What follows belongs to an exercise in optimizing a design on an open flow for small area, a short achievable clock period and few clock cycles per item; a production flow would make more cautious choices.
Function was checked by simulation only, so behaviour that the tests miss may differ from the original.
Power is estimated from default activity; no workload was simulated.

==> design/flow/design.v <==
module rle_enc (
    input  wire        clk,
    input  wire        rst,
    input  wire        in_valid,
    output wire        in_ready,
    input  wire [31:0] in_data,    
    input  wire [2:0]  in_bytes,   
    input  wire        in_last,    
    output reg         out_valid,
    input  wire        out_ready,
    output reg  [15:0] out_desc,
    output reg         out_last
);
    reg        s_valid;
    reg [31:0] s_data;
    reg [2:0]  s_bytes;
    reg        s_last;
    reg [31:0] b_data;
    reg [3:0]  v;
    reg        b_last;
    reg        run_act;
    reg        run_bit;
    reg [10:0] run_len;
    assign in_ready = !s_valid;
    wire in_fire  = in_valid && !s_valid;
    wire out_free = !out_valid || out_ready;
    function [3:0] lanes_of;
        input [2:0] nb;
        case (nb)
            3'd1: lanes_of = 4'b0001;
            3'd2: lanes_of = 4'b0011;
            3'd3: lanes_of = 4'b0111;
            default: lanes_of = 4'b1111;
        endcase
    endfunction
    wire [7:0] byt [0:3];
    wire [3:0] sol, bt, rl, first;
    wire [3:0] vv = v;
    genvar g;
    generate
        for (g = 0; g < 4; g = g + 1) begin : lane
            assign byt[g]   = b_data[31 - 8 * g -: 8];
            assign sol[g]   = (byt[g] == 8'h00) || (byt[g] == 8'hFF);
            assign bt[g]    = byt[g][7];
            assign rl[g]    = b_last && v[g] && (g == 3 || !v[(g + 1) % 4]);
            assign first[g] = v[g] && (g == 0 || !v[(g + 3) % 4]);
        end
    endgenerate
    wire [2:0] pos0 = {2'b00, v[0]};
    wire [2:0] pos1 = pos0 + v[1];
    wire [2:0] pos2 = pos1 + v[2];
    wire [2:0] pos3 = pos2 + v[3];
    wire       near_cap = &run_len[10:2];
    wire [2:0] cap_room = {1'b0, ~run_len[1:0]};    
    wire [3:0] cap_ok;
    assign cap_ok[0] = !run_act || !near_cap || pos0 <= cap_room;
    assign cap_ok[1] = !run_act || !near_cap || pos1 <= cap_room;
    assign cap_ok[2] = !run_act || !near_cap || pos2 <= cap_room;
    assign cap_ok[3] = !run_act || !near_cap || pos3 <= cap_room;
    wire       p_sol   = |(first & sol);
    wire       p_bit   = |(first & bt);
    wire [7:0] p_byte  = ({8{first[0]}} & byt[0]) | ({8{first[1]}} & byt[1]) |
                         ({8{first[2]}} & byt[2]) | ({8{first[3]}} & byt[3]);
    wire       p_last  = |(first & rl);
    wire       r1      = run_act || p_sol;
    wire       r1_bit  = run_act ? run_bit : p_bit;
    wire [3:0] match   = sol & ~(bt ^ {4{r1_bit}}) & cap_ok;
    wire [3:0] pass    = ~v | match;
    wire [3:0] cov;
    assign cov[0] = r1 && pass[0];
    assign cov[1] = cov[0] && pass[1];
    assign cov[2] = cov[1] && pass[2];
    assign cov[3] = cov[2] && pass[3];
    wire [3:0] cov1    = cov & v;
    wire       all_cov = cov[3];
    wire [2:0] j1      = cov1[0] + cov1[1] + cov1[2] + cov1[3];
    wire [10:0] len1   = (run_act ? run_len : 11'd0) + {8'd0, j1};
    wire [3:0] brk     = v & ~cov & {cov[2:0], r1};
    wire [3:0] t       = r1 ? brk : {first[2:0], 1'b0};
    wire [3:0] ge_t    = {t[3] | t[2] | t[1] | t[0], t[2] | t[1] | t[0], t[1] | t[0], t[0]};
    wire       t_bit   = |(t & bt);
    wire       t_sol   = |(t & sol);
    wire [3:0] m3      = v & sol & ~(bt ^ {4{t_bit}}) & ~rl;
    wire [3:0] c3;
    assign c3[0] = t_sol && ge_t[0] && m3[0];
    assign c3[1] = t_sol && ge_t[1] && (c3[0] || t[1]) && m3[1];
    assign c3[2] = t_sol && ge_t[2] && (c3[1] || t[2]) && m3[2];
    assign c3[3] = t_sol && ge_t[3] && (c3[2] || t[3]) && m3[3];
    wire [2:0] j3      = c3[0] + c3[1] + c3[2] + c3[3];
    wire       busy    = |v;
    wire       quiet   = r1 && all_cov && !b_last;    
    wire       go      = busy && (quiet || out_free);
    wire [3:0] v_next  = quiet ? 4'b0000 :
                         (r1 && all_cov) ? 4'b0000 :
                         v & ~cov1 & ~c3 & ~(r1 ? 4'b0000 : first);
    wire       b_free  = !busy || (go && v_next == 4'b0000);
    always @(posedge clk) begin
        if (rst) begin
            s_valid   <= 1'b0;
            v         <= 4'b0000;
            run_act   <= 1'b0;
            out_valid <= 1'b0;
        end else begin
            if (out_valid && out_ready)
                out_valid <= 1'b0;
            if (go) begin
                v <= v_next;
                if (quiet) begin
                    run_act <= 1'b1;
                    run_bit <= r1_bit;
                    run_len <= len1;
                end else begin
                    out_valid <= 1'b1;
                    if (r1) begin
                        out_desc <= {1'b1, r1_bit, 3'b000, len1};
                        out_last <= all_cov;
                    end else begin
                        out_desc <= {8'h00, p_byte};
                        out_last <= p_last;
                    end
                    run_act <= |c3;
                    run_bit <= t_bit;
                    run_len <= {8'd0, j3};
                end
            end
            if (b_free) begin
                if (s_valid) begin
                    b_data  <= s_data;
                    v       <= lanes_of(s_bytes);
                    b_last  <= s_last;
                    s_valid <= 1'b0;
                end else if (in_fire) begin
                    b_data  <= in_data;
                    v       <= lanes_of(in_bytes);
                    b_last  <= in_last;
                end
            end else if (in_fire) begin
                s_valid <= 1'b1;
                s_data  <= in_data;
                s_bytes <= in_bytes;
                s_last  <= in_last;
            end
        end
    end
endmodule
module rle_dec (
    input  wire        clk,
    input  wire        rst,
    input  wire        in_valid,
    output wire        in_ready,
    input  wire [15:0] in_desc,
    input  wire        in_last,    
    output reg         out_valid,
    input  wire        out_ready,
    output reg  [31:0] out_data,   
    output reg  [2:0]  out_bytes,  
    output reg         out_last
);
    reg        s_valid;
    reg        s_rle;
    reg        s_bit;
    reg [10:0] s_len;       
    reg        s_last;
    reg        d_valid;
    reg        d_rle;
    reg        d_bit;
    reg [10:0] d_rem;
    reg        d_last;
    reg [2:0]  cnt;
    assign in_ready = !s_valid;
    wire in_fire = in_valid && !s_valid;
    wire stall   = out_valid && !out_ready;
    wire       in_prod = !in_desc[15] || (in_desc[10:0] != 11'd0);
    wire       s_prod  = !s_rle || (s_len != 11'd0);
    wire       next_prod = s_valid ? s_prod : (in_fire && in_prod);
    wire       full    = cnt[2];
    wire [2:0] room    = 3'd4 - cnt;
    wire       d_prod  = d_valid && (!d_rle || d_rem != 11'd0);
    wire       fits    = (d_rem[10:3] == 8'd0) && (d_rem[2:0] <= room);
    wire [2:0] take    = (full || !d_valid) ? 3'd0 :
                         !d_rle ? 3'd1 :
                         fits ? d_rem[2:0] : room;
    wire       d_done  = d_valid && (full ? !d_prod : (!d_rle || fits));
    wire [2:0] n       = cnt + take;
    wire [7:0] d_byte  = d_rle ? {8{d_bit}} : d_rem[7:0];
    wire       emit_last = d_done && d_last;
    wire       emit_full = full ? d_prod : ((n == 3'd4) && (!d_done || next_prod));
    wire       emit      = emit_last || emit_full;
    wire       d_free    = !d_valid || d_done;
    integer i;
    always @(posedge clk) begin
        if (rst) begin
            s_valid   <= 1'b0;
            d_valid   <= 1'b0;
            cnt       <= 3'd0;
            out_valid <= 1'b0;
        end else if (!stall) begin
            out_valid <= emit;
            if (emit) begin
                out_bytes <= n;
                out_last  <= emit_last;
                cnt       <= 3'd0;
            end else begin
                cnt       <= n;
            end
            for (i = 0; i < 4; i = i + 1)
                if (i >= cnt && i < n)
                    out_data[31 - 8 * i -: 8] <= d_byte;
            if (d_rle)
                d_rem <= d_rem - {8'd0, take};
            if (d_free) begin
                if (s_valid) begin
                    d_valid <= 1'b1;
                    d_rle   <= s_rle;
                    d_bit   <= s_bit;
                    d_rem   <= s_len;
                    d_last  <= s_last;
                    s_valid <= 1'b0;
                end else begin
                    d_valid <= in_fire;
                    d_rle   <= in_desc[15];
                    d_bit   <= in_desc[14];
                    d_rem   <= in_desc[10:0];
                    d_last  <= in_last;
                end
            end else if (in_fire) begin
                s_valid <= 1'b1;
                s_rle   <= in_desc[15];
                s_bit   <= in_desc[14];
                s_len   <= in_desc[10:0];
                s_last  <= in_last;
            end
        end else if (in_fire) begin
            s_valid <= 1'b1;
            s_rle   <= in_desc[15];
            s_bit   <= in_desc[14];
            s_len   <= in_desc[10:0];
            s_last  <= in_last;
        end
    end
endmodule
module rle_codec (
    input  wire        clk,
    input  wire        rst,
    input  wire        enc_in_valid,
    output wire        enc_in_ready,
    input  wire [31:0] enc_in_data,
    input  wire [2:0]  enc_in_bytes,
    input  wire        enc_in_last,
    output wire        enc_out_valid,
    input  wire        enc_out_ready,
    output wire [15:0] enc_out_desc,
    output wire        enc_out_last,
    input  wire        dec_in_valid,
    output wire        dec_in_ready,
    input  wire [15:0] dec_in_desc,
    input  wire        dec_in_last,
    output wire        dec_out_valid,
    input  wire        dec_out_ready,
    output wire [31:0] dec_out_data,
    output wire [2:0]  dec_out_bytes,
    output wire        dec_out_last
);
    rle_enc u_enc (
        .clk(clk), .rst(rst),
        .in_valid(enc_in_valid), .in_ready(enc_in_ready),
        .in_data(enc_in_data), .in_bytes(enc_in_bytes), .in_last(enc_in_last),
        .out_valid(enc_out_valid), .out_ready(enc_out_ready),
        .out_desc(enc_out_desc), .out_last(enc_out_last)
    );
    rle_dec u_dec (
        .clk(clk), .rst(rst),
        .in_valid(dec_in_valid), .in_ready(dec_in_ready),
        .in_desc(dec_in_desc), .in_last(dec_in_last),
        .out_valid(dec_out_valid), .out_ready(dec_out_ready),
        .out_data(dec_out_data), .out_bytes(dec_out_bytes), .out_last(dec_out_last)
    );
endmodule
==> design/flow/run.sh <==
#!/bin/bash
# synth_recipe.tcl (not shown) runs the flow's synth.tcl, then flattens the netlist and writes it again
# the make line also repeats each setting of config.mk as NAME=value (left out here)
make -C /OpenROAD-flow-scripts/flow DESIGN_CONFIG=/design/flow/config.mk WORK_HOME=/design/flow/orfs CLKGATE_MAP_FILE= SYNTH_SCRIPT=/design/flow/synth_recipe.tcl finish
==> design/flow/config.mk <==
export PLATFORM = sky130hd
export DESIGN_NAME = rle_codec
export DESIGN_NICKNAME = rle_codec
export VERILOG_FILES = /design/flow/design.v
export SDC_FILE = /design/flow/constraint.sdc
export NUM_CORES = 4
export LEC_CHECK = 0
export CAP_MARGIN = 20
export CORE_MARGIN = 2
export CORE_UTILIZATION = 40
export SETUP_SLACK_MARGIN = 3.0
export SLEW_MARGIN = 20
==> design/flow/constraint.sdc <==
create_clock -name core_clock -period 6.0 [get_ports {clk}]
set_input_delay 1.2000 -clock core_clock [delete_from_list [all_inputs] [get_ports {clk}]]
set_output_delay 1.2000 -clock core_clock [all_outputs]
set_load 0.01 [all_outputs]
==> flow_summary.yaml, run 1 <==
setup_path:
  critical_path_class: "reg2reg"
  reg2reg_to: "u_enc.b_data[20]"
  cp.depth: 18
  path_cells: "buf_12 > fa_2 > ha_4 > ha_4 > ha_4 > nor2b_4 > o21ai_2 > a21oi_2 > o31ai_4 > nor3_2 > and3_4 > or4_4 > a21o_1 > o211a_1 > o41a_1 > nor3_4 > buf_6 > clkbuf_16"
  crit_path_start: "u_enc.v[0]"
  cp_common_cell: "ha_4"
  path_buf_inv: 3
  critical_path.top_delay_family: "compound AO/OA/AOI/OAI gates"
  rrSetupSlack_ns: 1.30
  endpoint: "u_enc.b_data[20]"
  worstReg2RegStart: "u_enc.v[0]"
  cpMaxStageDelayCell: "fa_2"
  crit_arrival_ns: 4.85
  crit_path_max_fanout: 4
  critPathLaunchType: "flop"
  r2r.worst_path.cells: 18
  critPathCaptureType: "flop"
  required_ns: 6.15
  crit_path_max_incr_delay_ns: 0.59
synth:
  synth_common_cells: "edfxtp_1 (159), nand2_1 (55), nor2_1 (49)"
  synthArstFlopShare: 0
  postSynthCellCount: 728
  synth_area_leaders: "edfxtp_1 (54%), mux2_2 (4.8%), ha_1 (4.4%), dfxtp_1 (2.9%), nand2_1 (2.3%)"
  synth_area_per_cell_um2: 12.2
  yosysWarningCount: 2
  synth_edf_count: 159
  ys_types: 81
  synth_top_area_frac: 0.537
  syn_area_um2: 8900
  ys_seq_elements: 172
  synth_most_common_cell: "edfxtp_1"
  ys_seq_area_frac: 0.566
  synth_top_area_cell: "edfxtp_1"
  synth_ff_type: "edfxtp_1"
sta:
  maxSlewHeadroom: 0.384
  rsz0062_at_grt: "yes"
  setup_ws_ns: 1.30
  setup_viol: 0
  fin_setup_tns_ns: 0
  clock.fmax_ghz: 0.213
  hold_viol: 0
  finalCritPeriodShare: 0.783
  slew_violations: 0
  worst_pin_slew_ns: 0.924
  fin_crit_ns: 4.70
  skew_ns: 0.00987
pwr:
  power_density_nw_per_um2: 429
  p_clk_frac: 0.210
  seqPwrFrac: 0.336
  swShare: 0.352
  leakagePower_nw: 4.55
  power.internal_mw: 3.57
  combPwrFrac: 0.453
  p_sw_mw: 1.94
  vdd_drop_max_mv: 0.286
floorplanning:
  die_y_um: 153
  core_um2: 21800
  rows: 54
  design.die.area_um2: 23500
  ios: 116
  die_w_um: 153
  start_util: 0.408
route:
  firstDrtPassIters: 6
  drtIter0Drc: 504
  drtAntennaViolNets: 0
  post_drt_wl_per_cell_um: 20.6
  vias_per_cell: 5.62
  wirelength_mm: 25.5
  drc: 0
  vias: 6966
cts:
  cts.clk_slew.worst_paths_ns: 0.07
  clock_path_buffers: 2
  htree_num_levels: 4
  insertion_delay_ns: 0.43
  ctsHoldBuffers: 0
  cts_sinks: 172
  cts-root-buf: "clkbuf_16"
  cts_tree: "done"
  cts_buffers: 17
cells_and_area:
  num-nets-final: 1042
  final_util: 0.588
  drive_gt1_frac: 0.345
  layout.cells.non_filler: 1240
  n_fill_cell: 1754
  syn2layout_area_growth_pct: 44.1
global_route:
  grt_pass1_vias: 6832
  antenna_found_initial: 1
  grt_pass1_wl_mm: 38.6
  overflow: 0
  track_usage: 0.211
  grt_max_degree: 40
placed_design:
  routabilityCongestion: 0.916
  dp_hpwl_mm: 15.9
  pre_cts_ws_ns: 0.726
  io_buffers: 109
  dp_cells: 1101
worst_hold_path:
  hp-class: "reg2reg"
outcome:
  status: "complete, no violations"
job:
  cap_violations: 0
[per-stage QoR]
step,hold WS (ns),total power [mW],area [µm²]
global route,0.567,5.76,12800
global placement,0.498,3.47,10600
CTS,0.553,5.23,12300
floorplan,0.481,2.94,9250
detailed placement,0.493,3.52,10600
finish,0.553,5.51,12800
[flip-flops by register name, summed over array words and instances (netlist names), 4 cells and up]
register,cells
u_enc.v,4
u_enc.out_desc,13
u_dec.out_data,32
u_enc.s_data,32
u_dec.d_rem,11
u_enc.run_len,11
u_enc.b_data,32
u_dec.s_len,11
[placed cells by master (no fill, tap or decap), types with 7 or more instances in the layout]
cell type	instances
clkbuf_16	18
nor2b_1	10
and2_1	9
clkdlybuf4s50_1	108
nor2_1	37
inv_1	26
mux2i_1	11
nand4_1	11
edfxtp_1	159
a21oi_1	27
xnor2_1	11
ha_4	14
nand2_1	50
nor2_2	7
ha_1	15
and4_4	9
a31oi_1	8
nor4_1	11
buf_6	28
buf_4	73
o21ai_2	7
dfxtp_4	7
nand3_1	13
o21ai_0	18
mux2_2	38
[how the worst min path moves through the flow]
stage                           from  cells after the start  slack [ns]                to
finish              u_enc.s_data[25]                      1        0.55  u_enc.b_data[25]
global route         u_enc.s_data[6]                      1        0.57   u_enc.b_data[6]
CTS                 u_enc.s_data[24]                      1        0.55  u_enc.b_data[24]
detailed placement      u_dec.cnt[0]                      2        0.49      u_dec.cnt[0]
global placement        u_dec.cnt[0]                      2        0.50      u_dec.cnt[0]
floorplan               u_dec.cnt[0]                      2        0.48      u_dec.cnt[0]
[worst register-to-register path: stages, from the launching register on]
cell and delay [ns]:
dfxtp_4 0.36, buf_12 0.12, fa_2 0.59, ha_4 0.16, ha_4 0.20, ha_4 0.24
nor2b_4 0.12, o21ai_2 0.12, a21oi_2 0.09, o31ai_4 0.23, nor3_2 0.09, and3_4 0.17
or4_4 0.53, a21o_1 0.17, o211a_1 0.22, o41a_1 0.47, nor3_4 0.21, buf_6 0.19
clkbuf_16 0.15
[logic make-up after synthesis]
logic type,count (synthesis),share of synthesized area
adders and majority gates,37,0.0571
muxes,51,0.0633
and+or+nand+nor,228,0.138
DFF,172,0.566
AOI/OAI and AO/OA,149,0.119
buffers and inverters,68,0.0339
xor gates and xnor gates,22,0.0225
other,1,0.000421
[timing repair]
action	CTS	global route
pin swaps	27	24
gates cloned	12	1
endpoints found under the setup margin	207	206
resized for setup	101	62
setup buffers	64	29
endpoints found under the hold margin	0	0
[power by group through the flow]
stage | registers, mW | logic [mW] | clock network (mW)
after floorplan | 1.82 | 1.11 | 0
after global placement | 1.87 | 1.61 | 0
after detailed placement | 1.88 | 1.64 | 0
after CTS | 1.85 | 2.20 | 1.18
after global routing | 1.87 | 2.66 | 1.23
final | 1.85 | 2.50 | 1.16
[routing by layer]
metal,global-route usage,up-vias,part of all wire,routed length (µm)
li1,-,3230,-,-
met1,0.295,3429,0.45,11400
met2,0.336,262,0.48,12200
met3,0.0352,45,0.052,1310
met4,0.0683,0,0.021,532
met5,0,-,0,0
[area by class of cell]
class	count	area, µm²	area share
inverter	37	181	0.0141
clock inverter	14	180	0.0141
tap	280	350	0.0273
multi-input combinational	498	4440	0.346
timing repair buffer	220	2180	0.170
antenna	1	2.50	0.000195
sequential	172	5060	0.395
clock buffer	18	429	0.0335
Testbench counts, summed over its fixed seeds: cycles 28,096, bytes 104,336.
==> run 2, diff against run 1 <==
--- a/design/flow/config.mk
+++ b/design/flow/config.mk
@@ -8,5 +8,4 @@
 export CAP_MARGIN = 20
 export CORE_MARGIN = 2
 export CORE_UTILIZATION = 40
-export SETUP_SLACK_MARGIN = 3.0
 export SLEW_MARGIN = 20
==> run 2 against run 1 <==
  * Still clean on timing, DRC and antenna
  * Flip-flop and latch count unchanged
  * First-iteration DRC count decreased by 11%
  * Combinational power decreased by 36%
  * Clock power about the same
  * Global-route usage decreased by 2.7 points
  * Critical path type unchanged
  * Critical endpoint is now u_enc.b_data[14]
==> flow_summary.yaml, run 2 <==
sta:
  slew_violations: 0
  maxSlewHeadroom: 0.416
  fin_crit_ns: 5.17
  rsz0062_at_grt: "no"
  fin_setup_tns_ns: 0
  hold_viol: 0
  clock.fmax_ghz: 0.194
  skew_ns: 0.0151
  finalCritPeriodShare: 0.861
  setup_viol: 0
  worst_pin_slew_ns: 0.872
cells_and_area:
  final_cell_mix: "edfxtp_1 (159), clkdlybuf4s50_1 (109), nand2_1 (55)"
  diodes: 0
  layout.cells.non_filler: 1142
  final_common_cell: "edfxtp_1"
  n_fill_cell: 1880
  num-nets-final: 945
  syn2layout_area_growth_pct: 23.8
  drive_gt1_frac: 0.137
  reg.largest.list: "u_dec.out_data x32, u_enc.b_data x32, u_enc.s_data x32"
synth:
  synth_common_cells: "edfxtp_1 (159), nand2_1 (55), nor2_1 (49)"
  postSynthCellCount: 728
  synth_top_area_cell: "edfxtp_1"
  synthArstFlopShare: 0
  synth_area_leaders: "edfxtp_1 (54%), mux2_2 (4.8%), ha_1 (4.4%), dfxtp_1 (2.9%), nand2_1 (2.3%)"
  syn_area_um2: 8900
  ys_seq_area_frac: 0.566
  ys_types: 81
  synth_edf_count: 159
  synth_most_common_cell: "edfxtp_1"
  ys_seq_elements: 172
  synth_area_per_cell_um2: 12.2
  synth_top_area_frac: 0.537
  synth_ff_type: "edfxtp_1"
  yosysWarningCount: 2
pwr:
  power_density_nw_per_um2: 416
  swShare: 0.341
  power.internal_mw: 3.02
  p_clk_frac: 0.251
  combPwrFrac: 0.349
  seqPwrFrac: 0.400
  leakagePower_nw: 3.90
  p_sw_mw: 1.56
  vdd_drop_max_mv: 0.223
placed_design:
  routabilityCongestion: 0.914
  io_buffers: 109
  dp_hpwl_mm: 15.9
  dp_cells: 1110
floorplanning:
  die_w_um: 153
  ios: 116
  rows: 54
  core_um2: 21800
  die_y_um: 153
  start_util: 0.408
  design.die.area_um2: 23500
route:
  drtAntennaViolNets: 0
  wirelength_mm: 21.2
  drc: 0
  post_drt_wl_per_cell_um: 18.6
  vias_per_cell: 5.46
  firstDrtPassIters: 8
  vias: 6233
  drtIter0Drc: 447
worst_hold_path:
  hold-path-endpoint: "u_dec.cnt[0]"
  min-delay-start: "u_dec.cnt[0]"
  hp-class: "reg2reg"
  holdPathStages: 2
outcome:
  status: "complete, no violations"
setup_path:
  reg2reg_to: "u_enc.b_data[14]"
  critPathLaunchType: "flop"
  r2r.worst_path.cells: 16
  crit_path_start: "u_enc.v[1]"
  worstReg2RegStart: "u_enc.v[1]"
  required_ns: 6.08
  rrSetupSlack_ns: 0.83
  critical_path_class: "reg2reg"
  crit_path_max_fanout: 33
  crit_arrival_ns: 5.25
  critPathCaptureType: "flop"
cts:
  cts_buffers: 17
  ctsHoldBuffers: 0
  htree_num_levels: 4
  cts_sinks: 172
  cts_tree: "done"
  cts-root-buf: "clkbuf_16"
  cts_setup_buffers: 0
  insertion_delay_ns: 0.43
  cts.clk_slew.worst_paths_ns: 0.07
  cts_resized: 0
  clock_path_buffers: 2
global_route:
  grt_max_degree: 40
  track_usage: 0.184
  grt_pass1_wl_mm: 34.0
  antenna_found_initial: 0
  grt_pass1_vias: 6229
  overflow: 0
job:
  cap_violations: 0
[run 2: changes by cell type in the layout (fill, tap and decap cells not counted), moves of 10 or more]
cell	change
buf_4	-51
buf_6	-28
ha_1	+16
ha_4	-14
nor2_1	+12
o21ai_0	+10
[run 2: layout make-up]
cell class / count / area, µm² / area share
flip-flops and latches: 172 / 5030 / 0.457
multi-input cells: 490 / 3600 / 0.327
well taps: 280 / 350 / 0.0318
inverters: 37 / 165 / 0.0150
repair buffers: 131 / 1260 / 0.114
clock buffers: 19 / 433 / 0.0393
clock inverters: 13 / 176 / 0.0160
[run 2: metal layers]
layer | vias to the layer above | part of all wire | track usage
met1 | 3006 | 0.48 | 0.263
li1 | 3010 | - | -
met3 | 23 | 0.053 | 0.0394
met4 | 0 | 0.014 | 0.0551
met5 | - | 0 | 0
met2 | 194 | 0.45 | 0.281
[run 2: kinds of logic after synthesis]
| kind of cell | share of synthesized area |
|---|---|
| buf+inv | 0.0339 |
| xor+xnor | 0.0225 |
| mux | 0.0633 |
| other cells | 0.000421 |
| compound gates | 0.119 |
| fa+ha+maj | 0.0571 |
| simple gates | 0.138 |
| flops | 0.566 |
[run 2: worst max path at each step]
stage	slack, ns	end	cells after the start
finish	0.83	u_enc.b_data[14]	16
global route	0.58	u_enc.b_data[14]	16
CTS	0.81	u_enc.b_data[26]	16
detailed placement	0.83	u_enc.b_data[15]	16
global placement	0.90	u_enc.run_len[8]	19
floorplan	0.24	u_enc.b_data[0]	16
[run 2: power groups by stage]
stage                     Clock [mW]  Sequential, mW  Combinational [mW]
after floorplan                    0            1.82                1.02
after global placement             0            1.84                1.57
after detailed placement           0            1.85                1.59
after CTS                       1.18            1.83                1.60
after global routing            1.22            1.86                1.75
final                           1.15            1.83                1.60
[run 2: through the flow]
stage | total power, mW | hold slack [ns] | cell area, µm² | setup WS (ns) | utilization
2_1_floorplan | 2.84 | 0.465 | 8910 | 0.244 | -
3_3_place_gp | 3.41 | 0.493 | 10400 | 0.897 | 0.477
3_5_place_dp | 3.45 | 0.503 | 10400 | 0.826 | 0.477
4_1_cts | 4.61 | 0.543 | 11000 | 0.814 | 0.505
5_1_grt | 4.83 | 0.568 | 11000 | 0.578 | 0.505
6_report | 4.58 | 0.543 | 11000 | 0.835 | 0.505
[run 2: worst max-delay path, stage by stage, from the launching register on]
cell and delay, ns:
dfxtp_1 0.43, fa_1 0.47, ha_1 0.21, ha_1 0.28, ha_1 0.29, nor2b_1 0.13
o21ai_0 0.17, a21oi_1 0.13, o31ai_4 0.30, nor3_1 0.12, and3_1 0.23, or4_4 0.49
a21o_1 0.19, o211a_1 0.25, o41a_1 0.54, nor3_4 0.19, buf_4 0.39

## static timing again, ports no longer ideal
The results above use ideal ports. As a check the final layouts listed here were re-extracted and re-timed, cells and wires unchanged. Step 1 (the two cells are an assumption about what drives the block):
set clk [get_ports {clk}]
set_driving_cell -lib_cell sky130_fd_sc_hd__clkbuf_16 $clk
set_driving_cell -lib_cell sky130_fd_sc_hd__buf_2 [delete_from_list [all_inputs] $clk]
Step 2 times the ports against the registers' clock, not the clock port: input delays grow and output delays shrink by t, the midpoint of the rising clock arrivals with the driver on. Slacks: no drivers / after step 1 / after step 2; pairs: no drivers / after step 1.
| run | t, ns | setup WS [ns] | worst data-port slew with drivers (ns) |
|---|---|---|---|
| run 1 | 0.470 | 1.303 / 1.303 / 1.303 | 0.04 |
| run 2 | 0.465 | 0.835 / 0.835 / 0.835 | 0.04 |
After both steps every run listed still meets setup and hold.
